From an optimization exercise on the open Yosys and OpenROAD flow, aimed at small area and few clock cycles; shortcuts taken in it are not production practice. At most, simulation tests tie the RTL to the original design; equivalence was not proved. Power and IR drop assume default switching activity.

==> exp/fjord <==
## vs1063_ste
module vs1063_ste (
    input  wire        clk,
    input  wire        rst,
    input  wire        host_we,
    input  wire [3:0]  host_addr,
    input  wire [31:0] host_wdata,
    output reg  [31:0] host_rdata,
    output wire        busy,
    output wire [11:0] src_addr,
    input  wire [7:0]  src_rdata,
    output wire [11:0] srcw_addr,
    input  wire [15:0] srcw_rdata,
    output wire        dst_we,
    output wire [11:0] dst_addr,
    output wire [7:0]  dst_wdata,
    output reg         lines_oe,
    output reg         cs_cmd_n,
    output reg         cs_data_n,
    output reg         chip_rst_n,
    output wire        sck,
    output wire        mosi,
    input  wire        miso,
    input  wire        ready
);
Settings: LEC_CHECK=0, CAP_MARGIN=20, CORE_MARGIN=2, CORE_UTILIZATION=40, CTS_BUF_LIST=sky130_fd_sc_hd__clkbuf_4, SLEW_MARGIN=20; clock period 10.0 ns.
run.sh (not shown) runs the stock make flow with config.mk's settings and CLKGATE_MAP_FILE= SYNTH_SCRIPT=/design/flow/synth_recipe.tcl, a recipe that flattens the netlist after the stock synthesis.
==> exp/onyx: changes against exp/fjord <==
--- a/flow/design.v
+++ b/flow/design.v
@@ -83,48 +83,65 @@
         endcase
     end
     reg [4:0]  st;
     reg [3:0]  code;
     reg        ill;         
     reg        lbad;        
     reg [15:0] sh;          
-    reg [15:0] opnd;        
-    reg [7:0]  rb;          
+    reg [7:0]  l_reg;       
+    reg [2:0]  rsel;        
     reg        rd;          
     reg [11:0] p;           
     reg [12:0] rem;         
     reg [14:0] cnt;         
     reg [25:0] xc;          
     reg [5:0]  bc;          
     reg        run;         
     reg        freq;        
     reg        sck_r;
     reg        bdone;       
-    reg        rle;
+    reg        rle;         
     reg        odd;
-    reg        t3;
     assign sck       = sck_r;
     assign src_addr  = p;
     assign srcw_addr = p;
     assign dst_addr  = xc[11:0];
     assign dst_wdata = sh[7:0];
     assign dst_we    = bdone & rd;
     wire strm = (st == S_SSMP);
     wire fend = run & ~strm & ~sck_r & bc[5];
     wire [7:0] b0 = {6'b000000, 1'b1, rd};
+    localparam [2:0] R_USER = 3'd0;
+    localparam [2:0] R_WADR = 3'd2;    
+    localparam [2:0] R_WRAM = 3'd3;    
+    localparam [2:0] R_AIAD = 3'd6;    
+    localparam [2:0] R_CLKF = 3'd4;    
+    localparam [2:0] R_VOL  = 3'd5;    
+    reg [7:0] rb;
+    always @(*) begin
+        case (rsel)
+            R_WADR:  rb = 8'h07;
+            R_WRAM:  rb = 8'h06;
+            R_AIAD:  rb = 8'h0A;
+            R_CLKF:  rb = 8'h03;
+            R_VOL:   rb = 8'h0B;
+            default: rb = l_reg;
+        endcase
+    end
     wire       fbit = bc[3] ? rb[~bc[2:0]] : b0[~bc[2:0]];
     assign mosi = (strm | bc[4]) ? (rd | sh[15]) : fbit;
     wire bufc = ~ill & ((code == 4'h4) | (code == 4'h5) | (code == 4'hA) | (code == 4'hB));
     wire resc = ~ill & ((code == 4'h3) | (code == 4'h7) | (code == 4'h8) | (code == 4'h9));
     wire [11:0] p_inc   = p + 12'd1;
     wire [12:0] rem_dec = rem - 13'd1;
     wire [14:0] cnt_dec = cnt - 15'd1;
     wire [25:0] xc_inc  = xc + 26'd1;
     wire [25:0] xc_s    = bdone ? xc_inc : xc;
     wire        rem_z   = (rem == 13'd0);
+    wire [11:0] rec_pos = p - ((st == S_AA2) ? 12'd4 : 12'd1);
     wire [14:0] hq   = srcw_rdata[15] ? 15'd1 : srcw_rdata[14:0];
     wire [15:0] cmpy = (st == S_PHDR) ? {1'b0, hq} : {cnt, odd};
     wire        fits = cmpy < {3'b000, rem};
     reg [7:0] magic;
     always @(*) begin
         case (p[1:0])
             2'd0:    magic = 8'h50;
@@ -190,21 +207,22 @@
                         end else begin
                             busy_r <= 1'b1;
                             st     <= S_EXEC;
                             code   <= host_wdata[3:0];
                             ill    <= (host_wdata[7:4] != 4'd0) || (host_wdata[3:0] == 4'h0) ||
                                       (host_wdata[3:1] == 3'b111);
                             sh     <= arg_a;
-                            opnd   <= host_wdata[3] ? arg_a : arg_b;
-                            rb     <= arg_reg;
+                            l_reg  <= arg_reg;
+                            rsel   <= R_USER;
                             rem    <= buf_len[12:0];
                             lbad   <= (buf_len[31:13] != 19'd0) ||
                                       (buf_len[12] && buf_len[11:0] != 12'd0);
                             p      <= 12'd0;
-                            xc     <= 26'd0;
+                            xc     <= (host_wdata[3:1] == 3'b010 || host_wdata[3:1] == 3'b101) ? 26'd0 :
+                                      {10'd0, host_wdata[3] ? arg_a : arg_b};
                         end
                     end
                     4'd2: arg_reg <= host_wdata[7:0];
                     4'd3: arg_a   <= host_wdata[15:0];
                     4'd4: arg_b   <= host_wdata[15:0];
                     4'd5: buf_len <= host_wdata;
                     default: ;
@@ -235,15 +253,15 @@
                             4'h1: st <= S_WR;
                             4'h2, 4'h3: begin
                                 freq <= 1'b1;
                                 st   <= S_LAST;
                             end
                             4'h4, 4'h5: st <= S_SGAT;
                             4'h6, 4'h7: begin
-                                rb   <= 8'h07;
+                                rsel <= R_WADR;
                                 freq <= 1'b1;
                                 st   <= S_RAM2;
                             end
                             4'h8, 4'h9: begin
                                 freq <= 1'b1;
                                 st   <= S_RMW2;
                             end
@@ -291,24 +309,24 @@
                         if (resc) result <= sh;
                         busy_r  <= 1'b0;
                         st      <= S_IDLE;
                     end
                 end
                 S_RAM2: begin
                     if (fend) begin
-                        sh   <= opnd;
-                        rb   <= 8'h06;
+                        sh   <= xc[15:0];
+                        rsel <= R_WRAM;
                         rd   <= code[0];
                         freq <= 1'b1;
                         st   <= S_LAST;
                     end
                 end
                 S_RMW2: begin
                     if (fend) begin
-                        sh   <= sh ^ (opnd & (code[0] ? sh : ~sh));
+                        sh   <= sh ^ (xc[15:0] & (code[0] ? sh : ~sh));
                         rd   <= 1'b0;
                         freq <= 1'b1;
                         st   <= S_LAST;
                     end
                 end
                 S_SGAT: begin
                     last_rdy <= ready;
@@ -348,65 +366,64 @@
                         if (code[0]) begin
                             err     <= E_OK;
                             err_pos <= 12'd0;
                             busy_r  <= 1'b0;
                             st      <= S_IDLE;
                         end else begin
                             sh   <= 16'h6000;
-                            rb   <= 8'h03;
+                            rsel <= R_CLKF;
                             freq <= 1'b1;
                             st   <= S_INI2;
                         end
                     end else begin
                         p <= p_inc;
                     end
                 end
                 S_INI2: begin
                     if (fend) begin
                         sh   <= 16'h2020;
-                        rb   <= 8'h0B;
+                        rsel <= R_VOL;
                         freq <= 1'b1;
                         st   <= S_LAST;
                     end
                 end
                 S_PREC: begin
                     if (rem_z) begin
                         err     <= E_OK;
                         err_pos <= 12'd0;
                         xcount  <= xc;
                         busy_r  <= 1'b0;
                         st      <= S_IDLE;
                     end else begin
-                        opnd <= {4'd0, p};
                         sh   <= srcw_rdata;
                         p    <= p_inc;
                         rem  <= rem_dec;
                         st   <= S_PHDR;
                     end
                 end
                 S_PHDR: begin
                     if (!fits) begin
                         err     <= E_OUT_OF_BND;
-                        err_pos <= opnd[11:0];
+                        err_pos <= rec_pos;
                         xcount  <= xc;
                         busy_r  <= 1'b0;
                         st      <= S_IDLE;
                     end else begin
                         cnt  <= srcw_rdata[14:0];
                         rle  <= srcw_rdata[15];
                         p    <= p_inc;
                         rem  <= rem_dec;
-                        rb   <= 8'h07;
+                        rsel <= R_WADR;
                         freq <= 1'b1;
                         st   <= S_PD;
                     end
                 end
                 S_PD: begin
                     if (fend) begin
-                        rb <= 8'h06;
+                        rsel <= R_WRAM;
                         if (cnt == 15'd0) begin
                             if (rle) begin
                                 p   <= p_inc;
                                 rem <= rem_dec;
                             end
                             st <= S_PREC;
                         end else begin
@@ -438,32 +455,31 @@
                     if (rem_z) begin
                         err     <= E_OK;
                         err_pos <= 12'd0;
                         xcount  <= xc;
                         busy_r  <= 1'b0;
                         st      <= S_IDLE;
                     end else begin
-                        opnd <= {4'd0, p};
                         odd  <= (src_rdata > 8'd3);    
-                        t3   <= (src_rdata[1:0] == 2'd3);
+                        rle  <= (src_rdata[1:0] == 2'd3);
                         p    <= p_inc;
                         rem  <= rem_dec;
                         st   <= S_AL1;
                     end
                 end
                 S_AL1: begin
                     if (odd) begin
                         err     <= E_INV_FORMAT;
-                        err_pos <= opnd[11:0];
+                        err_pos <= rec_pos;
                         xcount  <= xc;
                         busy_r  <= 1'b0;
                         st      <= S_IDLE;
                     end else if (rem < 13'd4) begin
                         err     <= E_OUT_OF_BND;
-                        err_pos <= opnd[11:0];
+                        err_pos <= rec_pos;
                         xcount  <= xc;
                         busy_r  <= 1'b0;
                         st      <= S_IDLE;
                     end else begin
                         cnt[14:7] <= src_rdata;
                         p         <= p_inc;
                         rem       <= rem_dec;
@@ -481,35 +497,35 @@
                     sh[15:8] <= src_rdata;
                     p        <= p_inc;
                     rem      <= rem_dec;
                     st       <= S_AA2;
                 end
                 S_AA2: begin
                     sh[7:0] <= src_rdata;
-                    if (t3) begin
-                        rb   <= 8'h0A;
+                    if (rle) begin
+                        rsel <= R_AIAD;
                         freq <= 1'b1;
                         st   <= S_LAST;
                     end else if (!fits) begin
                         err     <= E_OUT_OF_BND;
-                        err_pos <= opnd[11:0];
+                        err_pos <= rec_pos;
                         xcount  <= xc;
                         busy_r  <= 1'b0;
                         st      <= S_IDLE;
                     end else begin
-                        rb   <= 8'h07;
+                        rsel <= R_WADR;
                         freq <= 1'b1;
                         p    <= p_inc;
                         rem  <= rem_dec;
                         st   <= S_AD;
                     end
                 end
                 S_AD: begin
                     if (fend) begin
-                        rb <= 8'h06;
+                        rsel <= R_WRAM;
                         if (cnt == 15'd0) begin
                             if (odd) begin
                                 p   <= p_inc;
                                 rem <= rem_dec;
                             end
                             st <= S_AREC;
                         end else begin
==> flow/flow/run.sh (new file) <==
#!/bin/bash
# The standard layout (standard.sh) with two changes:
#  - port buffers use buf_1, the smallest buffer cell, instead of the cell
#    buffer_ports picks by default;
#  - the clock tree is built from clkbuf_4 in clusters of at most 10 sinks
#    within 40 um, without dummy loads.
# All of the flow's output goes to standard.log in this folder; ORFS keeps
# each step's own log under orfs/logs/.
set -e
export BUFFER_PORTS_ARGS="-buffer_cell sky130_fd_sc_hd__buf_1"
export CTS_ARGS="-sink_clustering_enable -repair_clock_nets -dont_use_dummy_load -buf_list sky130_fd_sc_hd__clkbuf_4 -sink_clustering_size 10 -sink_clustering_max_diameter 40"
bash standard.sh > standard.log 2>&1
==> flow/standard.sh (new file) <==
#!/bin/bash
# synth_recipe.tcl (not shown) runs the flow's synth.tcl, then flattens the netlist and writes it again
# the make line also repeats each setting of config.mk as NAME=value (left out here)
make -C /OpenROAD-flow-scripts/flow DESIGN_CONFIG=/design/flow/config.mk WORK_HOME=/design/flow/orfs CLKGATE_MAP_FILE= SYNTH_SCRIPT=/design/flow/synth_recipe.tcl "${@:-finish}"
==> flow/config.mk (replaced) <==
export PLATFORM = sky130hd
export DESIGN_NAME = vs1063_ste
export DESIGN_NICKNAME = vs1063_ste
export VERILOG_FILES = /design/flow/design.v
export SDC_FILE = /design/flow/constraint.sdc
export NUM_CORES = 4
export LEC_CHECK = 0
export CAP_MARGIN = 20
export CORE_MARGIN = 2
export CORE_UTILIZATION = 40
export SLEW_MARGIN = 20
removed: flow/run.sh
==> exp/amber: changes against exp/fjord <==
--- a/flow/design.v
+++ b/flow/design.v
@@ -46,15 +46,14 @@
     localparam [4:0] S_AREC = 5'd15;
     localparam [4:0] S_AL1  = 5'd16;
     localparam [4:0] S_AL2  = 5'd17;
     localparam [4:0] S_AA1  = 5'd18;
     localparam [4:0] S_AA2  = 5'd19;
     localparam [4:0] S_AD   = 5'd20;
     localparam [4:0] S_AD2  = 5'd21;
-    localparam [4:0] S_FIN  = 5'd22;   
     reg [7:0]  arg_reg;
     reg [15:0] arg_a;
     reg [15:0] arg_b;
     reg [31:0] buf_len;
     reg [15:0] result;
     reg [25:0] xcount;      
     reg [11:0] err_pos;
@@ -217,21 +216,21 @@
                         err     <= E_ILLEGAL;
                         err_pos <= 12'd0;
                         busy_r  <= 1'b0;
                         st      <= S_IDLE;
                     end else if (!init_done && code != 4'hC) begin
                         err     <= E_NOT_INIT;
                         err_pos <= 12'd0;
-                        if (bufc) xcount <= xc;
+                        if (bufc) xcount <= xc_s;
                         busy_r  <= 1'b0;
                         st      <= S_IDLE;
                     end else if (bufc && lbad) begin
                         err     <= E_INV_ARG;
                         err_pos <= 12'd0;
-                        xcount  <= xc;
+                        xcount  <= xc_s;
                         busy_r  <= 1'b0;
                         st      <= S_IDLE;
                     end else begin
                         case (code)
                             4'h1: st <= S_WR;
                             4'h2, 4'h3: begin
                                 freq <= 1'b1;
@@ -248,15 +247,15 @@
                                 st   <= S_RMW2;
                             end
                             4'hA: st <= S_PREC;
                             4'hB: begin
                                 if (rem < 13'd3) begin
                                     err     <= E_INV_FORMAT;
                                     err_pos <= 12'd0;
-                                    xcount  <= xc;
+                                    xcount  <= xc_s;
                                     busy_r  <= 1'b0;
                                     st      <= S_IDLE;
                                 end else begin
                                     st <= S_AMAG;
                                 end
                             end
                             4'hC: begin
@@ -283,15 +282,15 @@
                         st      <= S_IDLE;
                     end
                 end
                 S_LAST: begin
                     if (fend) begin
                         err     <= E_OK;
                         err_pos <= 12'd0;
-                        if (bufc) xcount <= xc;
+                        if (bufc) xcount <= xc_s;
                         if (resc) result <= sh;
                         busy_r  <= 1'b0;
                         st      <= S_IDLE;
                     end
                 end
                 S_RAM2: begin
                     if (fend) begin
@@ -300,15 +299,15 @@
                         rd   <= code[0];
                         freq <= 1'b1;
                         st   <= S_LAST;
                     end
                 end
                 S_RMW2: begin
                     if (fend) begin
-                        sh   <= sh ^ (opnd & (code[0] ? sh : ~sh));
+                        sh   <= code[0] ? (sh & ~opnd) : (sh | opnd);
                         rd   <= 1'b0;
                         freq <= 1'b1;
                         st   <= S_LAST;
                     end
                 end
                 S_SGAT: begin
                     last_rdy <= ready;
@@ -328,27 +327,33 @@
                             sh[15:8] <= src_rdata;
                             p        <= p_inc;
                             rem      <= rem_dec;
                             sck_r    <= 1'b1;
                             run      <= 1'b1;
                         end else begin
                             cs_data_n <= 1'b1;
-                            st        <= S_FIN;
+                            err       <= E_OK;
+                            err_pos   <= 12'd0;
+                            xcount    <= xc_s;
+                            busy_r    <= 1'b0;
+                            st        <= S_IDLE;
                         end
                     end
                 end
                 S_RAS: begin
-                    p <= p_inc;
                     if (p[8]) begin
                         chip_rst_n <= 1'b1;
+                        p          <= 12'd0;
                         st         <= S_RRC;
+                    end else begin
+                        p <= p_inc;
                     end
                 end
                 S_RRC: begin
-                    if (p[10] && p[8]) begin
+                    if (p[10]) begin
                         if (code[0]) begin
                             err     <= E_OK;
                             err_pos <= 12'd0;
                             busy_r  <= 1'b0;
                             st      <= S_IDLE;
                         end else begin
                             sh   <= 16'h6000;
@@ -368,30 +373,30 @@
                         st   <= S_LAST;
                     end
                 end
                 S_PREC: begin
                     if (rem_z) begin
                         err     <= E_OK;
                         err_pos <= 12'd0;
-                        xcount  <= xc;
+                        xcount  <= xc_s;
                         busy_r  <= 1'b0;
                         st      <= S_IDLE;
                     end else begin
                         opnd <= {4'd0, p};
                         sh   <= srcw_rdata;
                         p    <= p_inc;
                         rem  <= rem_dec;
                         st   <= S_PHDR;
                     end
                 end
                 S_PHDR: begin
                     if (!fits) begin
                         err     <= E_OUT_OF_BND;
                         err_pos <= opnd[11:0];
-                        xcount  <= xc;
+                        xcount  <= xc_s;
                         busy_r  <= 1'b0;
                         st      <= S_IDLE;
                     end else begin
                         cnt  <= srcw_rdata[14:0];
                         rle  <= srcw_rdata[15];
                         p    <= p_inc;
                         rem  <= rem_dec;
@@ -421,58 +426,55 @@
                         end
                     end
                 end
                 S_AMAG: begin
                     if (src_rdata != magic) begin
                         err     <= E_INV_FORMAT;
                         err_pos <= 12'd0;
-                        xcount  <= xc;
+                        xcount  <= xc_s;
                         busy_r  <= 1'b0;
                         st      <= S_IDLE;
                     end else begin
                         p   <= p_inc;
                         rem <= rem_dec;
                         if (p[1]) st <= S_AREC;
                     end
                 end
                 S_AREC: begin
                     if (rem_z) begin
                         err     <= E_OK;
                         err_pos <= 12'd0;
-                        xcount  <= xc;
+                        xcount  <= xc_s;
+                        busy_r  <= 1'b0;
+                        st      <= S_IDLE;
+                    end else if (src_rdata > 8'd3) begin
+                        err     <= E_INV_FORMAT;
+                        err_pos <= p;
+                        xcount  <= xc_s;
+                        busy_r  <= 1'b0;
+                        st      <= S_IDLE;
+                    end else if (rem < 13'd5) begin
+                        err     <= E_OUT_OF_BND;
+                        err_pos <= p;
+                        xcount  <= xc_s;
                         busy_r  <= 1'b0;
                         st      <= S_IDLE;
                     end else begin
                         opnd <= {4'd0, p};
-                        odd  <= (src_rdata > 8'd3);    
                         t3   <= (src_rdata[1:0] == 2'd3);
                         p    <= p_inc;
                         rem  <= rem_dec;
                         st   <= S_AL1;
                     end
                 end
                 S_AL1: begin
-                    if (odd) begin
-                        err     <= E_INV_FORMAT;
-                        err_pos <= opnd[11:0];
-                        xcount  <= xc;
-                        busy_r  <= 1'b0;
-                        st      <= S_IDLE;
-                    end else if (rem < 13'd4) begin
-                        err     <= E_OUT_OF_BND;
-                        err_pos <= opnd[11:0];
-                        xcount  <= xc;
-                        busy_r  <= 1'b0;
-                        st      <= S_IDLE;
-                    end else begin
-                        cnt[14:7] <= src_rdata;
-                        p         <= p_inc;
-                        rem       <= rem_dec;
-                        st        <= S_AL2;
-                    end
+                    cnt[14:7] <= src_rdata;
+                    p         <= p_inc;
+                    rem       <= rem_dec;
+                    st        <= S_AL2;
                 end
                 S_AL2: begin
                     cnt[6:0] <= src_rdata[7:1];
                     odd      <= src_rdata[0];
                     p        <= p_inc;
                     rem      <= rem_dec;
                     st       <= S_AA1;
@@ -488,15 +490,15 @@
                     if (t3) begin
                         rb   <= 8'h0A;
                         freq <= 1'b1;
                         st   <= S_LAST;
                     end else if (!fits) begin
                         err     <= E_OUT_OF_BND;
                         err_pos <= opnd[11:0];
-                        xcount  <= xc;
+                        xcount  <= xc_s;
                         busy_r  <= 1'b0;
                         st      <= S_IDLE;
                     end else begin
                         rb   <= 8'h07;
                         freq <= 1'b1;
                         p    <= p_inc;
                         rem  <= rem_dec;
@@ -525,19 +527,12 @@
                     sh[7:0] <= src_rdata;
                     p       <= p_inc;
                     rem     <= rem_dec;
                     cnt     <= cnt_dec;
                     xc      <= xc_inc;
                     st      <= S_AD;
                 end
-                S_FIN: begin
-                    err     <= E_OK;
-                    err_pos <= 12'd0;
-                    xcount  <= xc;
-                    busy_r  <= 1'b0;
-                    st      <= S_IDLE;
-                end
                 default: ;
             endcase
         end
     end
 endmodule
==> flow/config.mk (replaced) <==
export PLATFORM = sky130hd
export DESIGN_NAME = vs1063_ste
export DESIGN_NICKNAME = vs1063_ste
export VERILOG_FILES = /design/flow/design.v
export SDC_FILE = /design/flow/constraint.sdc
export NUM_CORES = 4
export LEC_CHECK = 0
export CAP_MARGIN = 20
export CORE_MARGIN = 2
export CORE_UTILIZATION = 40
export SLEW_MARGIN = 20
==> exp/maple: changes against exp/fjord <==
==> flow/config.mk (replaced) <==
export PLATFORM = sky130hd
export DESIGN_NAME = vs1063_ste
export DESIGN_NICKNAME = vs1063_ste
export VERILOG_FILES = /design/flow/design.v
export SDC_FILE = /design/flow/constraint.sdc
export NUM_CORES = 4
export LEC_CHECK = 0
export CAP_MARGIN = 20
export CORE_MARGIN = 2
export CORE_UTILIZATION = 40
export CTS_BUF_LIST = sky130_fd_sc_hd__clkbuf_2
export SLEW_MARGIN = 20
==> qor summary <==
Run status: exp/onyx timing/DRC/antenna clean; exp/amber timing/DRC/antenna clean; exp/fjord timing/DRC/antenna clean; exp/maple timing/DRC/antenna clean
Combinational Power Share: exp/onyx 37.4%; exp/amber 34.2%; exp/fjord 27.6%; exp/maple 30.1%
Multiplexer share of the synthesized area: exp/onyx 4.757%; exp/amber 2.789%; exp/fjord 5.447%; exp/maple 5.447%
FF+latch area: exp/onyx 6146 um^2; exp/amber 6566 um^2; exp/fjord 6566 um^2; exp/maple 6566 um^2
Final WL: exp/onyx 69.34 mm; exp/amber 76.23 mm; exp/fjord 70.65 mm; exp/maple 70.56 mm
Vertical die dimension: exp/onyx 208.0 um; exp/amber 215.3 um; exp/fjord 209.9 um; exp/maple 209.9 um
Flip-flop and latch count after synthesis: exp/onyx 253; exp/amber 267; exp/fjord 267; exp/maple 267
Wire length on met2: exp/onyx 30.65 mm; exp/amber 33.84 mm; exp/fjord 30.30 mm; exp/maple 30.03 mm
Inverter count of the layout excluding clock inverters: exp/onyx 40; exp/amber 42; exp/fjord 32; exp/maple 32
Utilization after layout: exp/onyx 43.12%; exp/amber 46.55%; exp/fjord 47.11%; exp/maple 46.23%
Area Growth Syn to Fin: exp/onyx 5.989%; exp/amber 15.05%; exp/fjord 16.30%; exp/maple 14.14%
Worst setup path endpoint: exp/onyx host_rdata[5]; exp/amber host_rdata[3]; exp/fjord host_rdata[2]; exp/maple host_rdata[2]
Reported leakage power: exp/onyx 5.970 nW; exp/amber 6.819 nW; exp/fjord 6.850 nW; exp/maple 6.755 nW
Layout sequential cell count: exp/onyx 253; exp/amber 267; exp/fjord 267; exp/maple 267
Wire length of the first global-routing pass: exp/onyx 102.7 mm; exp/amber 112.3 mm; exp/fjord 105.4 mm; exp/maple 105.1 mm
Worst slew slack as a fraction of its limit: exp/onyx 22.86%; exp/amber 30.50%; exp/fjord 23.42%; exp/maple 24.41%
PwrDens: exp/onyx 186.1 nW/um^2; exp/amber 202.0 nW/um^2; exp/fjord 179.9 nW/um^2; exp/maple 168.7 nW/um^2
Part of the total power dissipated in sequential elements: exp/onyx 44.3%; exp/amber 37.2%; exp/fjord 40.5%; exp/maple 44.0%
Testbench counts of exp/onyx, summed over its fixed seeds: cycles 637,937.
Testbench counts of exp/amber, summed over its fixed seeds: cycles 637,862.
Function not checked in exp/fjord and exp/maple: the RTL went through the layout flow alone.

==> static timing again, ports no longer ideal <==
No port has a modelled driver above. Below, the same layouts with a new extraction and two added sets of constraints.
Step 1 sets driving cells, clkbuf_16 on the clock port and buf_2 on the other inputs (assumed; they add their load-dependent delay and slew).
Step 2 adds t to the input delays and takes it off the output delays; t is the mean of the earliest and latest rising clock arrival at the registers after step 1. Input paths then give back, and output paths get back, about the clock's delay inside the block.
Slacks: no drivers / after step 1 / after step 2; pairs: no drivers / after step 1.
run	shift t [ns]	setup WS [ns]	worst setup path at the end	clock arrival spread, ns	worst data-port slew with drivers (ns)
exp/fjord	0.818	2.923 / 2.881 / 2.881	input to output	0.079 / 0.079	0.05
exp/onyx	0.827	4.049 / 4.023 / 4.023	input to output	0.102 / 0.102	0.07
exp/amber	0.609	2.770 / 2.750 / 2.750	input to output	0.021 / 0.021	0.06
exp/maple	1.036	2.974 / 2.933 / 2.933	input to output	0.106 / 0.105	0.06
After both steps every run listed still meets setup and hold. The setup slack of exp/fjord, which loses most, moves by -0.042 ns with the drivers and by -0.042 ns with both steps.
